Source: an optimization exercise on an open RTL-to-GDS flow (aim: small area). Production flows keep margins and buffers that such runs may drop.
RTL that was checked went through simulation tests only; none was proved equivalent to the original.

==> inputs of run F <==
// vig_permcore
module vig_permcore (
    input  wire       clk,
    input  wire       rst,         
    input  wire       in_valid,
    input  wire [1:0] in_op,       
    input  wire [7:0] in_data,
    input  wire [7:0] in_key,
    output wire       in_ready,
    output reg        out_valid,
    output wire [7:0] out_data,
    input  wire       out_ready,
    output reg        pvalid
);
==> module vig_permcore, before the edit <==
module vig_permcore (
    input  wire       clk,
    input  wire       rst,         
    input  wire       in_valid,
    input  wire [1:0] in_op,       
    input  wire [7:0] in_data,
    input  wire [7:0] in_key,
    output wire       in_ready,
    output reg        out_valid,
    output wire [7:0] out_data,
    input  wire       out_ready,
    output reg        pvalid
);
    localparam OP_SEED      = 2'd0;
    localparam OP_SEED_LAST = 2'd1;
    localparam OP_ENC       = 2'd2;
    localparam OP_DEC       = 2'd3;
    function automatic [31:0] add;
        input [31:0] a;
        input [31:0] b;
        input        cin;
        integer n;
        reg c;
        begin
            c = cin;
            for (n = 0; n < 32; n = n + 1) begin
                add[n] = a[n] ^ b[n] ^ c;
                c = (a[n] & b[n]) | (a[n] & c) | (b[n] & c);
            end
        end
    endfunction
    reg        busy;        
    reg        start;       
    reg        fin;         
    reg        bld;         
    reg        bwd;         
    reg        hashing;     
    reg [15:0] s0;          
    reg [15:0] sf;          
    reg [15:0] s;           
    reg [7:0]  k;           
    reg [1:0]  ph;          
    reg [7:0]  r;           
    reg [7:0]  p;           
    reg [7:0]  key;         
    assign in_ready = !busy && (!out_valid || out_ready);
    wire in_fire  = in_valid && in_ready && !rst;
    wire out_fire = out_valid && out_ready;
    assign out_data = p;
    wire [15:0] h      = hashing ? s0 : 16'd5381;
    wire [31:0] hx     = add({16'd0, h}, {24'd0, in_data}, 1'b0);
    wire [31:0] h_sum  = add(hx, {11'd0, h, 5'd0}, 1'b0);
    wire [15:0] h_next = h_sum[15:0];
    wire        fw  = !bwd;
    wire [31:0] a1  = add({14'd0, fw ? {s, 2'b11} : {1'b0, s, 1'b0}}, {16'd0, s}, 1'b1);
    wire [31:0] a2  = add({9'd0, a1[18:0], fw ? 4'b1110 : 4'b0011}, {13'd0, a1[18:0]} ^ {32{fw}}, fw);
    wire [31:0] gw  = add({6'd0, a2[21:0], 4'b1110}, {10'd0, a2[21:0]}, 1'b0);
    wire [15:0] mc  = bwd ? {gw[8:0], 6'b111111, gw[25]} : a2[15:0];
    wire [15:0] mb  = bwd ? gw[24:9] : {9'd0, a2[22:16]};
    wire [31:0] md  = add({16'd0, mc}, ~{16'd0, mb}, 1'b1);
    wire [31:0] mr  = add({16'd0, md[15:0]}, 32'd0, md[16]);               
    wire [15:0] sn  = mr[15:0];
    wire [7:0]  byt  = (bwd && ph[1]) ? key : sn[7:0];
    wire [3:0]  nib  = ph[0] ? byt[3:0] : byt[7:4];
    wire        big  = (k[7:4] != 4'd0) || (k[3:0] == 4'hf);    
    wire [7:0]  r_in = {r[7:4], r[3:0] | ({4{ph == 2'd1 && big}} & byt[7:4])};
    reg  [7:0]  q;
    reg  [31:0] t;
    integer b;
    always @* begin
        q = r_in;
        for (b = 3; b >= 0; b = b - 1) begin
            t = add({23'd0, q, nib[b]}, {23'd0, 1'b1, ~k}, 1'b0);    
            q = t[9] ? t[7:0] : {q[6:0], nib[b]};
        end
    end
    wire [7:0] j    = q;
    wire [7:0] p_tr = (p == k) ? j : (p == j) ? k : p;
    wire [31:0] pk  = add({24'd0, p}, {24'd0, key ^ {8{!bwd}}}, !bwd);   
    wire last_ph = (ph == 2'd3);
    wire k_end   = bwd ? (k == 8'd255) : (k == 8'd1);
    wire [7:0] k_nx = bwd ? k + 8'd1 : k - 8'd1;
    always @(posedge clk) begin
        if (rst) begin
            busy      <= 1'b0;
            start     <= 1'b0;
            fin       <= 1'b0;
            hashing   <= 1'b0;
            pvalid    <= 1'b0;
            out_valid <= 1'b0;
        end else begin
            if (out_fire) out_valid <= 1'b0;
            if (in_fire) begin
                if (in_op == OP_SEED) begin
                    s0      <= h_next;
                    hashing <= 1'b1;
                end else begin
                    busy  <= 1'b1;
                    start <= 1'b1;
                    bld   <= (in_op == OP_SEED_LAST);
                    bwd   <= (in_op == OP_ENC);
                    k     <= (in_op == OP_ENC) ? 8'd1 : 8'd255;
                    ph    <= (in_op == OP_ENC) ? 2'd0 : 2'd1;
                    r     <= 8'd0;
                    p     <= in_data;
                    key   <= in_key;
                    if (in_op == OP_SEED_LAST) begin
                        s0      <= h_next;
                        hashing <= 1'b0;
                    end
                end
            end
            if (start) begin
                start <= 1'b0;
                s     <= bwd ? sf : s0;
                if (bwd) p <= pk[7:0];
            end else if (fin) begin
                fin  <= 1'b0;
                busy <= 1'b0;
                if (bld) begin
                    sf     <= s;
                    pvalid <= 1'b1;
                end else begin
                    out_valid <= 1'b1;
                    if (!bwd) p <= pk[7:0];
                end
            end else if (busy) begin
                r  <= last_ph ? 8'd0 : q;
                ph <= ph + 2'd1;
                if (ph[0]) s <= sn;
                if (bwd && ph == 2'd1) key <= s[7:0];
                if (last_ph) begin
                    p <= p_tr;
                    if (k_end)
                        fin <= 1'b1;
                    else begin
                        k  <= k_nx;
                        ph <= (k_nx[7:4] != 4'd0 || k_nx[3:0] == 4'hf) ? 2'd1 : 2'd0;
                    end
                end
            end
        end
    end
endmodule
export LEC_CHECK = 0
export ABC_AREA = 1
export CAP_MARGIN = 20
export CORE_MARGIN = 2
export CORE_UTILIZATION = 25
export PLACE_DENSITY = 0.45
export SLEW_MARGIN = 20
create_clock -name core_clock -period 55.0 [get_ports {clk}]
standard.sh (not shown) runs the stock make flow with config.mk's settings and CLKGATE_MAP_FILE= SYNTH_SCRIPT=/design/flow/synth_recipe.tcl, a recipe that flattens the netlist after the stock synthesis.
==> flow/flow/run.sh <==
#!/bin/bash
# Own layout flow: the standard synthesis unchanged, then the standard layout with
# smaller port buffers and a clock tree of small buffers without dummy loads.
set -euo pipefail
bash standard.sh synth > synth.log 2>&1
bash standard.sh finish \
  BUFFER_PORTS_ARGS="-buffer_cell sky130_fd_sc_hd__buf_1" \
  CTS_ARGS="-sink_clustering_enable -repair_clock_nets -dont_use_dummy_load -buf_list {sky130_fd_sc_hd__clkbuf_4 sky130_fd_sc_hd__clkbuf_8}" \
  > layout.log 2>&1
==> run K: changes against run F <==
--- a/flow/design.v
+++ b/flow/design.v
@@ -35,24 +35,25 @@
     reg        bld;         
     reg        bwd;         
     reg        hashing;     
+    reg [15:0] h;           
     reg [15:0] s0;          
     reg [15:0] sf;          
-    reg [15:0] s;           
     reg [7:0]  k;           
     reg [1:0]  ph;          
     reg [7:0]  r;           
     reg [7:0]  p;           
     reg [7:0]  key;         
+    wire [15:0] s = (bwd ^ start) ? s0 : sf;
     assign in_ready = !busy && (!out_valid || out_ready);
     wire in_fire  = in_valid && in_ready && !rst;
     wire out_fire = out_valid && out_ready;
     assign out_data = p;
-    wire [15:0] h      = hashing ? s0 : 16'd5381;
-    wire [31:0] hx     = add({16'd0, h}, {24'd0, in_data}, 1'b0);
-    wire [31:0] h_sum  = add(hx, {11'd0, h, 5'd0}, 1'b0);
+    wire [15:0] hh     = hashing ? h : 16'd5381;
+    wire [31:0] h33    = add({11'd0, hh, 5'd0}, {16'd0, hh}, 1'b0);
+    wire [31:0] h_sum  = add(h33, {24'd0, in_data}, 1'b0);
     wire [15:0] h_next = h_sum[15:0];
     wire        fw  = !bwd;
-    wire [31:0] a1  = add({14'd0, fw ? {s, 2'b11} : {1'b0, s, 1'b0}}, {16'd0, s}, 1'b1);
+    wire [31:0] a1  = add({14'd0, s, fw ? 2'b11 : 2'b01}, {16'd0, s} ^ {32{bwd}}, 1'b1);
     wire [31:0] a2  = add({9'd0, a1[18:0], fw ? 4'b1110 : 4'b0011}, {13'd0, a1[18:0]} ^ {32{fw}}, fw);
     wire [31:0] gw  = add({6'd0, a2[21:0], 4'b1110}, {10'd0, a2[21:0]}, 1'b0);
     wire [15:0] mc  = bwd ? {gw[8:0], 6'b111111, gw[25]} : a2[15:0];
@@ -60,7 +61,7 @@
     wire [31:0] md  = add({16'd0, mc}, ~{16'd0, mb}, 1'b1);
     wire [31:0] mr  = add({16'd0, md[15:0]}, 32'd0, md[16]);               
     wire [15:0] sn  = mr[15:0];
-    wire [7:0]  byt  = (bwd && ph[1]) ? key : sn[7:0];
+    wire [7:0]  byt  = (bwd && ph[1]) ? key : s[7:0];
     wire [3:0]  nib  = ph[0] ? byt[3:0] : byt[7:4];
     wire        big  = (k[7:4] != 4'd0) || (k[3:0] == 4'hf);    
     wire [7:0]  r_in = {r[7:4], r[3:0] | ({4{ph == 2'd1 && big}} & byt[7:4])};
@@ -75,7 +76,8 @@
         end
     end
     wire [7:0] j    = q;
-    wire [7:0] p_tr = (p == k) ? j : (p == j) ? k : p;
+    wire       hit  = (p == k) || (p == j);
+    wire [7:0] p_tr = hit ? (p ^ k ^ j) : p;
     wire [31:0] pk  = add({24'd0, p}, {24'd0, key ^ {8{!bwd}}}, !bwd);   
     wire last_ph = (ph == 2'd3);
     wire k_end   = bwd ? (k == 8'd255) : (k == 8'd1);
@@ -92,7 +94,7 @@
             if (out_fire) out_valid <= 1'b0;
             if (in_fire) begin
                 if (in_op == OP_SEED) begin
-                    s0      <= h_next;
+                    h       <= h_next;
                     hashing <= 1'b1;
                 end else begin
                     busy  <= 1'b1;
@@ -112,13 +114,16 @@
             end
             if (start) begin
                 start <= 1'b0;
-                s     <= bwd ? sf : s0;
-                if (bwd) p <= pk[7:0];
+                if (bwd) begin
+                    s0  <= sn;
+                    key <= s[7:0];
+                    p   <= pk[7:0];
+                end else
+                    sf  <= sn;
             end else if (fin) begin
                 fin  <= 1'b0;
                 busy <= 1'b0;
                 if (bld) begin
-                    sf     <= s;
                     pvalid <= 1'b1;
                 end else begin
                     out_valid <= 1'b1;
@@ -127,8 +132,11 @@
             end else if (busy) begin
                 r  <= last_ph ? 8'd0 : q;
                 ph <= ph + 2'd1;
-                if (ph[0]) s <= sn;
-                if (bwd && ph == 2'd1) key <= s[7:0];
+                if (ph[0] && !(last_ph && k_end)) begin
+                    if (bwd) s0 <= sn;
+                    else     sf <= sn;
+                end
+                if (bwd && last_ph) key <= s[7:0];
                 if (last_ph) begin
                     p <= p_tr;
                     if (k_end)
==> flow/flow/run.sh (replaced) <==
#!/bin/bash
# Own layout flow.
# 1. the standard synthesis, unchanged.
# 2. Its combinational logic, except the adder cells, re-mapped by Yosys and ABC for
#    area; every register keeps its instance name, cell and connections.
# 3. the standard layout of that netlist, with the smallest buffer on the ports
#    and a clock tree of small buffers without dummy loads.
# Each tool writes its full output to a log file here.
set -euo pipefail
res=orfs/results/sky130hd/vig_permcore/base
lib=$FLOW_HOME/platforms/sky130hd/lib/sky130_fd_sc_hd__tt_025C_1v80.lib

bash standard.sh synth > synth.log 2>&1

python3 flow/mklib.py "$lib" comb.lib > mklib.log 2>&1
cp "$res/1_2_yosys.v" standard_1_2_yosys.v
cat > reopt.ys <<EOY
read_liberty -lib $lib
read_liberty -overwrite comb.lib
read_verilog standard_1_2_yosys.v
hierarchy -top $FLOW_TOP
flatten
opt -purge
abc -liberty comb.lib -script flow/abc_area.script
setundef -zero
hilomap -singleton -hicell sky130_fd_sc_hd__conb_1 HI -locell sky130_fd_sc_hd__conb_1 LO
splitnets
opt_clean -purge
rename -hide w:*.*
opt_clean -purge
stat -liberty $lib
write_verilog -noattr -nohex -nodec reopt.v
EOY
yosys -l reopt.log -s reopt.ys > /dev/null 2>&1
cp reopt.v "$res/1_2_yosys.v"
touch "$res/1_2_yosys.v"

bash standard.sh finish \
  BUFFER_PORTS_ARGS="-buffer_cell sky130_fd_sc_hd__buf_1" \
  CTS_ARGS="-sink_clustering_enable -repair_clock_nets -dont_use_dummy_load -buf_list {sky130_fd_sc_hd__clkbuf_4 sky130_fd_sc_hd__clkbuf_8}" \
  > layout.log 2>&1
==> flow/flow/abc_area.script (new file) <==
strash
dc2
strash
dch -f
map -a
mfs2
strash
dch -f
map -a
topo
==> flow/flow/mklib.py (new file) <==
#!/usr/bin/env python3
"""Write a liberty holding only the platform's single-output combinational cells
(no registers, latches, adder cells, tie cells, delay, clock-delay, power or
physical-only cells). Yosys reads it for the cells' functions and ABC maps to it.
usage: mklib.py PLATFORM.lib OUT.lib"""
import re
import sys

src, dst = sys.argv[1], sys.argv[2]
lib = open(src).read()
skip = re.compile(r"(df|dl|sdf|edf|fa_|ha_|conb|tap|fill|decap|probe|lpflow|diode|"
                  r"clkdly|dlygate|dlymetal|einv|ebuf|sedf|macro|bleeder)")
groups = []
first = None
for m in re.finditer(r'\n\s*cell\s*\(\s*"?([\w]+)"?\s*\)\s*\{', lib):
    if first is None:
        first = m.start()
    k = lib.index("{", m.start())
    depth = 0
    while True:
        c = lib[k]
        if c == "{":
            depth += 1
        elif c == "}":
            depth -= 1
            if depth == 0:
                break
        k += 1
    if not skip.search(m.group(1)):
        groups.append(lib[m.start():k + 1])
open(dst, "w").write(lib[:first] + "".join(groups) + "\n}\n")
print(f"{len(groups)} cells written to {dst}")
CORE_UTILIZATION = 50   (was 25)
PLACE_DENSITY = 0.65   (was 0.45)
==> notes <==
Of run K and run F, run F has the higher design area (gap 5.2%, measured against run F). Against run F, the register-to-register slack of run K is better by 12 ns. Between run F and run K, the lower via count is in run K (gap about 4.5%, measured against run K). In run K the maximum frequency is larger than in run F, by about 50%. Routed wire length: run F is larger than run K (about 24%). Between run K and run F, the lower worst setup slack is in run F (gap 11 ns). Between run K and run F, the lower core utilization is in run F (gap 27 points).
The RTL of run F was laid out without a check of its function.

## static timing again, ports no longer ideal
In the flow no input, the clock included, has a driving cell. The finished layouts below were timed again as built, in two steps.
Step 1 (the two cells are an assumption about what drives the block):
set clk [get_ports {clk}]
set_driving_cell -lib_cell sky130_fd_sc_hd__clkbuf_16 $clk
set_driving_cell -lib_cell sky130_fd_sc_hd__buf_2 [delete_from_list [all_inputs] $clk]
Step 2 times the ports against the registers' clock, not the clock port: input delays grow and output delays shrink by t, the midpoint of the rising clock arrivals with the driver on.
a / b / c = ideal ports / drivers / drivers and shift; a / b = the first two.
run	shift t [ns]	setup WS [ns]	hold WS [ns]
run F	0.419	21.881 / 21.881 / 21.881	0.477 / 0.477 / 0.477
run K	0.411	32.552 / 32.530 / 32.530	0.474 / 0.474 / 0.474
After both steps setup and hold are still met in every run listed. The setup slack of run K, which loses most, moves by -0.022 ns with the drivers and by -0.022 ns with both steps.
